From an optimization exercise on the open Yosys and OpenROAD flow, aimed at a short achievable clock period and few clock cycles; shortcuts taken in it are not production practice.
Only the layout flow was run in this run; the RTL was not checked for function there.
Power and IR drop assume default switching activity.

==> flow/design.v <==
module dlt645_rx (
    input  wire        clk,
    input  wire        rst,           
    input  wire        strict,        
    input  wire        in_valid,
    output wire        in_ready,
    input  wire [31:0] in_data,
    input  wire [2:0]  in_nbytes,     
    output reg         out_valid,
    input  wire        out_ready,
    output reg         out_is_result,
    output wire [31:0] out_data,
    output wire [2:0]  out_nbytes,
    output reg         out_ok,
    output wire [2:0]  out_cause,
    output wire [15:0] out_count,
    output reg  [15:0] out_pre,
    output reg  [47:0] out_addr,
    output reg  [7:0]  out_ctrl,
    output reg  [7:0]  out_len,
    output reg  [7:0]  out_cs,
    output reg  [7:0]  out_end
);
    localparam [7:0] PRE_BYTE   = 8'hFE;
    localparam [7:0] START_BYTE = 8'h68;
    localparam [7:0] END_BYTE   = 8'h16;
    integer i, j;
    localparam QD = 8;
    reg [3:0] q_cnt;
    wire adv = (q_cnt <= QD - 4);
    assign in_ready = adv;
    reg        s0_v;
    reg [31:0] s0_d;
    reg [2:0]  s0_n;
    always @(posedge clk) begin
        if (rst) begin
            s0_v <= 1'b0;
        end else if (adv) begin
            s0_v <= in_valid;
            s0_d <= in_data;
            s0_n <= in_nbytes;
        end
    end
    reg  [7:0] base;           
    reg  [7:0] psum;           
    reg  [7:0] a_b   [0:3];
    reg  [3:0] a_v;
    reg  [7:0] a_ps  [0:3];    
    reg  [7:0] a_tot;
    reg  [7:0] a_q   [0:3];    
    reg  [7:0] a_d   [0:3];    
    always @(*) begin
        for (j = 0; j < 4; j = j + 1) begin
            a_b[j] = s0_d[8*j +: 8];
            a_v[j] = (j < s0_n);
        end
        a_ps[0] = 8'd0;
        a_ps[1] = a_b[0];
        a_ps[2] = a_b[0] + a_b[1];
        a_ps[3] = a_b[0] + a_b[1] + a_b[2];
        a_tot = (a_v[0] ? a_b[0] : 8'd0) + (a_v[1] ? a_b[1] : 8'd0)
              + (a_v[2] ? a_b[2] : 8'd0) + (a_v[3] ? a_b[3] : 8'd0);
        for (j = 0; j < 4; j = j + 1) begin
            a_q[j] = a_ps[j] - a_b[j];
            a_d[j] = a_b[j] - ({5'd0, s0_n} - 8'd1 - j[7:0]);
        end
    end
    reg        s1_v;
    reg [2:0]  s1_n;
    reg [7:0]  s1_b   [0:3];
    reg [3:0]  s1_lv;
    reg [3:0]  s1_fe, s1_s68, s1_e16, s1_z, s1_one, s1_two, s1_thr, s1_eq;
    reg [7:0]  s1_d   [0:3];
    reg [7:0]  s1_p   [0:3];
    always @(posedge clk) begin
        if (rst) begin
            s1_v <= 1'b0;
            psum <= 8'd0;
        end else if (adv) begin
            s1_v <= s0_v;
            if (s0_v)
                psum <= psum + a_tot;
            s1_n  <= s0_n;
            s1_lv <= a_v;
            for (j = 0; j < 4; j = j + 1) begin
                s1_b[j]   <= a_b[j];
                s1_fe[j]  <= (a_b[j] == PRE_BYTE);
                s1_s68[j] <= (a_b[j] == START_BYTE);
                s1_e16[j] <= (a_b[j] == END_BYTE);
                s1_z[j]   <= (a_b[j] == 8'd0);
                s1_one[j] <= (a_b[j] == 8'd1);
                s1_two[j] <= (a_b[j] == 8'd2);
                s1_thr[j] <= (a_b[j] == 8'd3);
                s1_eq[j]  <= ((psum - base + a_q[j]) == 8'd0);
                s1_d[j]   <= a_d[j];
                s1_p[j]   <= psum + a_ps[j];
            end
        end
    end
    reg        mP, mH, mD, mE;
    reg [3:0]  o;
    reg [7:0]  r;
    reg [15:0] pos;
    reg [15:0] pre_r;
    reg [7:0]  addr_r [0:5];
    reg [7:0]  ctrl_r, len_r, cs_r;
    reg [4:0]  hA, hS2, hC, hL, hD, hCS, hE;
    reg [4:0]  rA, rS2, rC, rL, rD, rCS, rE;
    reg [3:0]  off   [0:4];
    reg [3:0]  m;
    reg        Lz, L1, L2, L3;
    reg [1:0]  jl;
    reg [3:0]  fend, alive, pscan, s1c, after_s, s1err, restart, fendm;
    reg [4:0]  alive5;
    reg [15:0] posj  [0:4];
    reg [15:0] posi  [0:4];
    reg        nor_r;
    reg [2:0]  lr;
    reg        has_s;
    reg [1:0]  s_l;
    reg [3:0]  dl, ld, resv, okv;
    reg [2:0]  cause [0:3];
    reg [15:0] cnt   [0:3];
    reg        n_mP, n_mH, n_mD, n_mE;
    reg [3:0]  n_o;
    reg [7:0]  n_r;
    reg [15:0] n_pos;
    reg [4:0]  onb;
    reg        roleE_nb;
    reg [7:0]  f_ctrl, f_len, f_cs, f_end;
    reg        has_ok;
    always @(*) begin
        case (o)
            4'd6: jl = 2'd3;
            4'd7: jl = 2'd2;
            4'd8: jl = 2'd1;
            default: jl = 2'd0;
        endcase
        Lz = s1_z[jl]; L1 = s1_one[jl]; L2 = s1_two[jl]; L3 = s1_thr[jl];
        for (j = 0; j < 5; j = j + 1) begin
            off[j] = o + j[3:0];
            hA[j]  = (off[j] <= 4'd6);
            hS2[j] = (off[j] == 4'd7);
            hC[j]  = (off[j] == 4'd8);
            hL[j]  = (off[j] == 4'd9);
            m      = off[j] - 4'd10;
            hD[j]  = 1'b0; hCS[j] = 1'b0; hE[j] = 1'b0;
            if (off[j] >= 4'd10) begin
                case (m[1:0])
                    2'd0: begin hD[j] = !Lz;                   hCS[j] = Lz;                      end
                    2'd1: begin hD[j] = !(Lz | L1);            hCS[j] = L1; hE[j] = Lz;          end
                    2'd2: begin hD[j] = !(Lz | L1 | L2);       hCS[j] = L2; hE[j] = L1;          end
                    2'd3: begin hD[j] = !(Lz | L1 | L2 | L3);  hCS[j] = L3; hE[j] = L2;          end
                endcase
            end
            rA[j]  = mH & hA[j];
            rS2[j] = mH & hS2[j];
            rC[j]  = mH & hC[j];
            rL[j]  = mH & hL[j];
            rD[j]  = (mH & hD[j])  | (mD & (r > j));
            rCS[j] = (mH & hCS[j]) | (mD & (r == j));
            rE[j]  = (mH & hE[j])  | (mD & (j >= 1) & (r == j - 1)) | (mE & (j == 0));
        end
        for (j = 0; j < 4; j = j + 1)
            fend[j] = s1_lv[j] & ((rS2[j] & !s1_s68[j])
                                | (rCS[j] & strict & !s1_eq[j])
                                | rE[j]);
        alive5[0] = !mP;
        for (j = 0; j < 4; j = j + 1)
            alive5[j+1] = alive5[j] & !fend[j];
        alive = alive5[3:0];
        for (j = 0; j < 4; j = j + 1) begin
            fendm[j] = alive[j] & fend[j];
            pscan[j] = !alive[j];
            s1c[j]   = s1_lv[j] & pscan[j] & s1_s68[j];
        end
        after_s[0] = 1'b0;
        for (j = 1; j < 4; j = j + 1)
            after_s[j] = after_s[j-1] | s1c[j-1];
        has_s = |s1c;
        s_l = s1c[0] ? 2'd0 : s1c[1] ? 2'd1 : s1c[2] ? 2'd2 : 2'd3;
        for (j = 0; j < 4; j = j + 1) begin
            s1err[j]   = s1_lv[j] & pscan[j] & !after_s[j] & !s1_s68[j] & !s1_fe[j];
            restart[j] = fendm[j] | s1err[j];
        end
        for (j = 0; j < 5; j = j + 1) begin
            posi[j] = pos + j[15:0];
            nor_r = 1'b1;
            lr = 3'd0;
            for (i = 0; i < j; i = i + 1)
                if (restart[i]) begin
                    nor_r = 1'b0;
                    lr = i[2:0];
                end
            posj[j] = nor_r ? posi[j] : (j[15:0] - 16'd1 - {13'd0, lr});
        end
        for (j = 0; j < 4; j = j + 1) begin
            resv[j] = restart[j];
            okv[j]  = fendm[j] & rE[j] & (!strict | s1_e16[j]);
            if (s1err[j])               cause[j] = 3'd1;
            else if (rS2[j])            cause[j] = 3'd2;
            else if (rCS[j])            cause[j] = 3'd4;
            else if (okv[j])            cause[j] = 3'd0;
            else                        cause[j] = 3'd5;
            cnt[j] = posj[j] + {15'd0, okv[j]};
            dl[j]  = alive[j] & s1_lv[j] & rD[j];
            ld[j]  = dl[j] & rCS[j+1];
        end
        onb = {1'b0, o} + {2'b0, s1_n};
        roleE_nb = rE[s1_n];
        n_mP = mP; n_mH = mH; n_mD = mD; n_mE = mE; n_o = o; n_r = r;
        if (has_s) begin
            {n_mP, n_mH, n_mD, n_mE} = 4'b0100;
            n_o = {1'b0, s1_n} - {2'b0, s_l};
        end else if (!alive5[4] || mP) begin
            {n_mP, n_mH, n_mD, n_mE} = 4'b1000;
        end else if (mH && onb <= 5'd9) begin
            {n_mP, n_mH, n_mD, n_mE} = 4'b0100;
            n_o = onb[3:0];
        end else if (roleE_nb) begin
            {n_mP, n_mH, n_mD, n_mE} = 4'b0001;
        end else begin
            {n_mP, n_mH, n_mD, n_mE} = 4'b0010;
            n_r = mH ? s1_d[jl] : r - {5'd0, s1_n};
        end
        n_pos = posj[s1_n];
        has_ok = |okv;
        f_ctrl = ctrl_r; f_len = len_r; f_cs = cs_r; f_end = s1_b[0];
        for (j = 0; j < 4; j = j + 1) begin
            if (alive[j] & s1_lv[j] & rC[j])  f_ctrl = s1_b[j];
            if (alive[j] & s1_lv[j] & rL[j])  f_len  = s1_b[j];
            if (alive[j] & s1_lv[j] & rCS[j]) f_cs   = s1_b[j];
            if (okv[j])                       f_end  = s1_b[j];
        end
    end
    reg        s2_v;
    reg [7:0]  s2_b    [0:3];
    reg [3:0]  s2_dl, s2_ld, s2_resv, s2_ok;
    reg [2:0]  s2_cause [0:3];
    reg [15:0] s2_cnt  [0:3];
    reg        s2_hasok;
    reg [95:0] s2_fi;
    always @(posedge clk) begin
        if (rst) begin
            s2_v <= 1'b0;
            {mP, mH, mD, mE} <= 4'b1000;
            pos <= 16'd0;
        end else if (adv) begin
            s2_v <= s1_v;
            if (s1_v) begin
                {mP, mH, mD, mE} <= {n_mP, n_mH, n_mD, n_mE};
                o   <= n_o;
                r   <= n_r;
                pos <= n_pos;
                if (has_s) begin
                    base  <= s1_p[s_l];
                    pre_r <= posj[s_l];
                end
                for (j = 0; j < 4; j = j + 1) begin
                    if (alive[j] & s1_lv[j] & rA[j])  addr_r[off[j] - 4'd1] <= s1_b[j];
                    if (alive[j] & s1_lv[j] & rC[j])  ctrl_r <= s1_b[j];
                    if (alive[j] & s1_lv[j] & rL[j])  len_r  <= s1_b[j];
                    if (alive[j] & s1_lv[j] & rCS[j]) cs_r   <= s1_b[j];
                    if (s1_lv[j] & after_s[j])        addr_r[j - s_l - 1] <= s1_b[j];
                end
            end
            for (j = 0; j < 4; j = j + 1) begin
                s2_b[j]     <= s1_b[j];
                s2_cause[j] <= cause[j];
                s2_cnt[j]   <= cnt[j];
            end
            s2_dl    <= dl;
            s2_ld    <= ld;
            s2_resv  <= resv;
            s2_ok    <= okv;
            s2_hasok <= has_ok;
            s2_fi    <= {pre_r, addr_r[5], addr_r[4], addr_r[3], addr_r[2], addr_r[1], addr_r[0],
                         f_ctrl, f_len, f_cs, f_end};
        end
    end
    reg [1:0]  pc;
    reg [7:0]  pk [0:2];
    reg [2:0]  nd;
    reg [1:0]  ds;
    reg        last;
    reg [1:0]  ll;
    reg [2:0]  total;
    reg [7:0]  W [0:6];
    reg [3:0]  idx;
    reg        recA, recB;
    reg [1:0]  laneA;
    reg [2:0]  nA, nB;
    reg [1:0]  n_pc;
    reg [3:0]  sv;
    reg        sres [0:3];
    reg        sok  [0:3];
    reg [2:0]  sf   [0:3];
    reg [31:0] spl  [0:3];
    always @(*) begin
        nd = 3'd0;
        for (j = 0; j < 4; j = j + 1)
            nd = nd + {2'd0, s2_dl[j]};
        ds = s2_dl[0] ? 2'd0 : s2_dl[1] ? 2'd1 : s2_dl[2] ? 2'd2 : 2'd3;
        last = |s2_ld;
        ll = s2_ld[0] ? 2'd0 : s2_ld[1] ? 2'd1 : s2_ld[2] ? 2'd2 : 2'd3;
        total = {1'b0, pc} + nd;
        for (i = 0; i < 7; i = i + 1) begin
            idx = {2'd0, ds} + i[3:0] - {2'd0, pc};
            if (i < pc)
                W[i] = pk[i];
            else
                W[i] = s2_b[idx[1:0]];
        end
        recA  = (total >= 3'd4) | last;
        laneA = (total >= 3'd4) ? (ds + 2'd3 - pc) : ll;
        nA    = (total >= 3'd4) ? 3'd4 : total;
        recB  = last & (total > 3'd4);
        nB    = total - 3'd4;
        n_pc  = last ? 2'd0 : (total >= 3'd4) ? nB[1:0] : total[1:0];
        for (j = 0; j < 4; j = j + 1) begin
            sres[j] = s2_resv[j];
            sok[j]  = s2_ok[j];
            sv[j]   = s2_v & (s2_resv[j] | (recA & laneA == j) | (recB & ll == j));
            if (s2_resv[j]) begin
                sf[j]  = s2_cause[j];
                spl[j] = {16'd0, s2_cnt[j]};
            end else if (recB & ll == j) begin
                sf[j]  = nB;
                spl[j] = {8'd0, W[6], W[5], W[4]};
            end else begin
                sf[j]  = nA;
                spl[j] = {W[3], W[2], W[1], W[0]};
            end
        end
    end
    reg        s3_v;
    reg [3:0]  s3_sv;
    reg [3:0]  s3_res, s3_ok;
    reg [2:0]  s3_f   [0:3];
    reg [31:0] s3_pl  [0:3];
    reg        s3_hasok;
    reg [95:0] s3_fi;
    always @(posedge clk) begin
        if (rst) begin
            s3_v <= 1'b0;
            pc   <= 2'd0;
        end else if (adv) begin
            s3_v <= s2_v;
            if (s2_v) begin
                pc <= n_pc;
                if (total >= 3'd4) begin
                    pk[0] <= W[4]; pk[1] <= W[5]; pk[2] <= W[6];
                end else begin
                    pk[0] <= W[0]; pk[1] <= W[1]; pk[2] <= W[2];
                end
            end
            s3_sv <= sv;
            for (j = 0; j < 4; j = j + 1) begin
                s3_res[j] <= sres[j];
                s3_ok[j]  <= sok[j];
                s3_f[j]   <= sf[j];
                s3_pl[j]  <= spl[j];
            end
            s3_hasok <= s2_v & s2_hasok;
            s3_fi    <= s2_fi;
        end
    end
    reg [2:0]  q_wp, q_rp;
    reg        q_res [0:QD-1];
    reg        q_ok  [0:QD-1];
    reg [2:0]  q_f   [0:QD-1];
    reg [31:0] q_pl  [0:QD-1];
    reg [2:0]  f_wp, f_rp;
    reg [95:0] f_q   [0:QD-1];
    reg [2:0]  wofs [0:4];
    reg [2:0]  widx [0:3];
    always @(*) begin
        wofs[0] = 3'd0;
        for (j = 0; j < 4; j = j + 1)
            wofs[j+1] = wofs[j] + {2'd0, s3_sv[j]};
        for (j = 0; j < 4; j = j + 1)
            widx[j] = q_wp + wofs[j];
    end
    wire q_wr  = adv & s3_v;
    wire o_ld  = (!out_valid || out_ready) && (q_cnt != 4'd0);
    wire [3:0] q_nw = q_wr ? {1'b0, wofs[4]} : 4'd0;
    reg [31:0] out_pl;
    reg [2:0]  out_f;
    assign out_data   = out_pl;
    assign out_count  = out_pl[15:0];
    assign out_nbytes = out_f;
    assign out_cause  = out_f;
    always @(posedge clk) begin
        if (rst) begin
            q_wp <= 3'd0; q_rp <= 3'd0; q_cnt <= 4'd0;
            f_wp <= 3'd0; f_rp <= 3'd0;
            out_valid <= 1'b0;
        end else begin
            if (q_wr) begin
                for (j = 0; j < 4; j = j + 1)
                    if (s3_sv[j]) begin
                        q_res[widx[j]] <= s3_res[j];
                        q_ok [widx[j]] <= s3_ok[j];
                        q_f  [widx[j]] <= s3_f[j];
                        q_pl [widx[j]] <= s3_pl[j];
                    end
                q_wp <= q_wp + wofs[4];
                if (s3_hasok) begin
                    f_q[f_wp] <= s3_fi;
                    f_wp <= f_wp + 3'd1;
                end
            end
            q_cnt <= q_cnt + q_nw - {3'd0, o_ld};
            if (o_ld) begin
                out_valid     <= 1'b1;
                out_is_result <= q_res[q_rp];
                out_ok        <= q_ok[q_rp];
                out_f         <= q_f[q_rp];
                out_pl        <= q_pl[q_rp];
                q_rp <= q_rp + 3'd1;
                if (q_ok[q_rp]) begin
                    {out_pre, out_addr[47:40], out_addr[39:32], out_addr[31:24], out_addr[23:16],
                     out_addr[15:8], out_addr[7:0], out_ctrl, out_len, out_cs, out_end} <= f_q[f_rp];
                    f_rp <= f_rp + 3'd1;
                end
            end else if (out_valid && out_ready) begin
                out_valid <= 1'b0;
            end
        end
    end
endmodule
==> flow/run.sh <==
#!/bin/bash
# synth_recipe.tcl (not shown) runs the flow's synth.tcl, then flattens the netlist and writes it again
# the make line also repeats each setting of config.mk as NAME=value (left out here)
make -C /OpenROAD-flow-scripts/flow DESIGN_CONFIG=/design/flow/config.mk WORK_HOME=/design/flow/orfs CLKGATE_MAP_FILE= SYNTH_SCRIPT=/design/flow/synth_recipe.tcl finish
==> flow/config.mk <==
export PLATFORM = sky130hd
export DESIGN_NAME = dlt645_rx
export DESIGN_NICKNAME = dlt645_rx
export VERILOG_FILES = /design/flow/design.v
export SDC_FILE = /design/flow/constraint.sdc
export NUM_CORES = 4
export LEC_CHECK = 0
export CAP_MARGIN = 20
export CORE_MARGIN = 2
export CORE_UTILIZATION = 40
export SLEW_MARGIN = 20
==> flow/constraint.sdc <==
create_clock -name core_clock -period 4.0 [get_ports {clk}]
set_input_delay 0.8000 -clock core_clock [delete_from_list [all_inputs] [get_ports {clk}]]
set_output_delay 0.8000 -clock core_clock [all_outputs]
set_load 0.01 [all_outputs]
==> run notes <==
status complete, but fails checks; layout check faults setup timing; clock buffer count from CTS 211; commonest cells after routing, fill and taps aside 1968 x edfxtp_1, 711 x nand2_1, 672 x buf_4; crit-path max FO 9; crit path buf inv count 2; number of port buffers 193; fmax 0.217 GHz; synthesized area 98500 sq um; Tcrit/Tclk final 1.15; Critical Path Slowest Stage Cell edfxtp_1; Cell Area, Placed 109000 sq um; first-pass GRT wire length 436000 um; Post-Synthesis Cells 7494; gpl congestion 0.954; Critical Path Source Type flop; Detailed Route WL 298000 um; EDFF count, synth 1968; delay-heaviest family, CP simple AND/OR/NAND/NOR gates; vias 65500; Yosys cell types 105; Final Hold Viols 0; clk root buf clkbuf_16; DRC 0; Mean Syn Cell Area 13.1 sq um; Least-Margin Pin Slew 1.16 ns; FF-to-FF Start o[1]$_DFFE_PP_; initial antenna violation count 6; drt via density 5.68; Cell Chain, Critical Path buf_4 > ha_4 > nand2b_1 > or3_4 > nand4_1 > a311oi_4 > buf_4 > o31a_1 > nor2_4 > nand2_2 > nor2_2 > ha_2 > and3_4 > nand3_2 > nor2_1 > nand4_1 > or3_4 > nor4b_4 > mux2_4; relative slew slack 0.218; largest net degree at the start of global routing 89; Syn. warnings 26; Mapped Nets 7792; Routed Antenna Nets 0; Final min period 4.62 ns; Final nets 8426; boundary pin count 194; GRT Total Usage 0.234; HP Class flop to flop; crit path capture type flop; Max Clock Skew 0.120 ns; pwr/cell area 651 nW/um^2; layout cells sized above 1 0.249; final number of setup-violating endpoints 255; post-route setup slack -0.616 ns; CP startpoint o[1]$_DFFE_PP_; Max Slew Vio Count 0; Synth Register Bits 2022; Area growth syn-to-layout 21.1%; Hold Crit Start s2_fi[6]$_DFFE_PP_; TritonCTS clock tree built; CP peak stage delay 0.46 ns; Die Footprint 250000 sq um; First DRT Iteration DRCs 7524; MaxCap Viol Count 0; WP data arrival 5.19 ns; worst skew pair latency 0.94 ns; Leak 42.5 nW; die height 500 um; sequential share of the synthesized area 0.611; clk buf depth 3; asr flop ratio synth 0; drt wl/cell 25.8 um; Die Span X 500 um; Place WS -1.08 ns; unrepaired setup endpoints after global routing true; depth of the CTS H-tree 4; Post-synth top flop edfxtp_1; Final Cell Area 119000 sq um; Hold WS 0.357 ns; CP Class flop to flop; commonest non-fill, non-tap cell in the layout edfxtp_1; Sinks on Clock Net 2022; Worst VDD drop 0.892 mV; Pre-antenna DRT Iters 9; num rows 182; post-DP HPWL 200000 um; clk slew on worst S/H paths 0.07 ns; CP required 4.58 ns; vias in the first global route 64700; Core ar. 245000 sq um; Initial Util 0.401; GR Overflow Total 0
==> timing repair <==
| item | in CTS | in global routing |
|---|---|---|
| resized for setup | 449 | 99 |
| pin swaps | 160 | 116 |
| gates cloned | 6 | 0 |
| hold buffers | 0 | 0 |
| endpoints found under the setup margin | 294 | 292 |
| setup buffers | 115 | 52 |
==> state kept, by name (all words and copies together), names as in the netlist, 48 cells and up, named ones only <==
name / flops
q_pl: 256
s3_pl: 128
s3_fi: 96
out_addr: 48
addr_r: 48
s2_fi: 96
f_q: 768
s2_cnt: 64
==> cell type report <==
class / instances / area, sq um
Antenna cell: 2 / 5.00
Fill cell: 21100 / 126000
Multi-Input combinational cell: 4669 / 37400
Timing Repair Buffer: 1036 / 9780
Tap cell: 3220 / 4030
Sequential cell: 2022 / 60200
Clock inverter: 141 / 1730
Inverter: 188 / 708
Clock buffer: 252 / 5470
==> cells in the mapped netlist (all sizes together) (5+ instances only) <==
library cell | count | area [sq um]
fa | 64 | 1280
a31oi | 21 | 138
a21o | 39 | 293
nand2b | 30 | 188
o31ai | 12 | 109
and3 | 34 | 213
a21oi | 609 | 3050
nand3 | 150 | 761
clkbuf | 481 | 1850
nor4 | 29 | 226
edfxtp | 1968 | 59100
nor2 | 611 | 2310
nand4 | 23 | 150
a222oi | 15 | 150
o32a | 9 | 90.1
xnor2 | 161 | 1410
mux2 | 213 | 2400
or2 | 10 | 62.6
a21boi | 10 | 75.1
o211ai | 16 | 125
nor4b | 6 | 58.8
nand3b | 10 | 75.1
a221oi | 18 | 158
nand2 | 732 | 2750
or3 | 17 | 111
o22ai | 15 | 93.8
o21ai | 503 | 2530
nor3b | 14 | 110
o221ai | 8 | 70.1
a211oi | 10 | 75.1
nor2b | 26 | 163
dfxtp | 54 | 1080
or4 | 7 | 52.6
o21a | 9 | 67.6
mux4 | 290 | 6530
buf | 134 | 644
inv | 185 | 694
ha | 194 | 2430
mux2i | 436 | 4360
a2111oi | 5 | 108
nor3 | 72 | 365
xor2 | 86 | 753
o21bai | 26 | 195
and2 | 58 | 363
==> worst paths after layout <==
| kind | to | slack [ns] | cells past startpoint |
|---|---|---|---|
| setup reg to reg | s2_cnt[1][15]$_DFFE_PP_ | -0.62 | 19 |
| hold / removal | s3_fi[6]$_DFFE_PP_ | 0.36 | 0 |
| setup / recovery | s2_cnt[1][15]$_DFFE_PP_ | -0.62 | 19 |
| hold reg to reg | s3_fi[6]$_DFFE_PP_ | 0.36 | 0 |
==> power breakdown <==
part | switching [mW] | total (mW) | internal (mW) | leakage (nW)
Clock | 8.61 | 20.1 | 11.5 | 3.46
Combinational | 13.5 | 26.2 | 12.7 | 20.5
Sequential | 3.56 | 31.4 | 27.8 | 18.6
==> through the flow <==
step                      instances  utilization  setup TNS, ns  power [mW]
after floorplan                7494            -       -6378.10        44.6
after global placement        11000        0.443        -110.35        55.2
after detailed placement      11000        0.443        -120.20        55.6
after CTS                     11500        0.483         -69.18        77.2
after global routing          11500        0.486        -109.21        81.6
final                         11500        0.486         -74.88        77.7
==> metal layers <==
metal / vias to the layer above / track usage / share of wire
met2: 2794 / 0.377 / 0.47
met4: 4 / 0.0677 / 0.028
met1: 33000 / 0.329 / 0.43
met5: - / 0 / 0.000070
met3: 493 / 0.0366 / 0.076
li1: 29100 / - / -
==> cell families after synthesis <==
logic type	Yosys count	share of synthesized area
AOI/OAI and AO/OA	1387	0.0805
xor gates and xnor gates	248	0.0222
adders and majority gates	258	0.0376
buffers and inverters	803	0.0325
DFF	2022	0.611
muxes	939	0.135
and+or+nand+nor	1837	0.0815

## separate check: timing with driven ports
Ports are ideal in the flow. The routed layout listed here was re-timed in OpenROAD. Step 1 (the two cells are an assumption about what drives the block):
set clk [get_ports {clk}]
set_driving_cell -lib_cell sky130_fd_sc_hd__clkbuf_16 $clk
set_driving_cell -lib_cell sky130_fd_sc_hd__buf_2 [delete_from_list [all_inputs] $clk]
Step 2 times the ports against the registers' clock, not the clock port: input delays grow and output delays shrink by t, the midpoint of the rising clock arrivals with the driver on. Three values: no drivers, after step 1, after step 2; two values: the first two.
t, ns: 0.967
setup WS [ns]: -0.616 / -0.616 / -0.686
hold WS [ns]: 0.357 / 0.357 / 0.357
clock arrival spread, ns: 0.123 / 0.123
worst register clock-pin slew, ns: 0.07 / 0.07
The setup slack of this run moves by 0.000 ns with the drivers and by -0.070 ns with both steps.
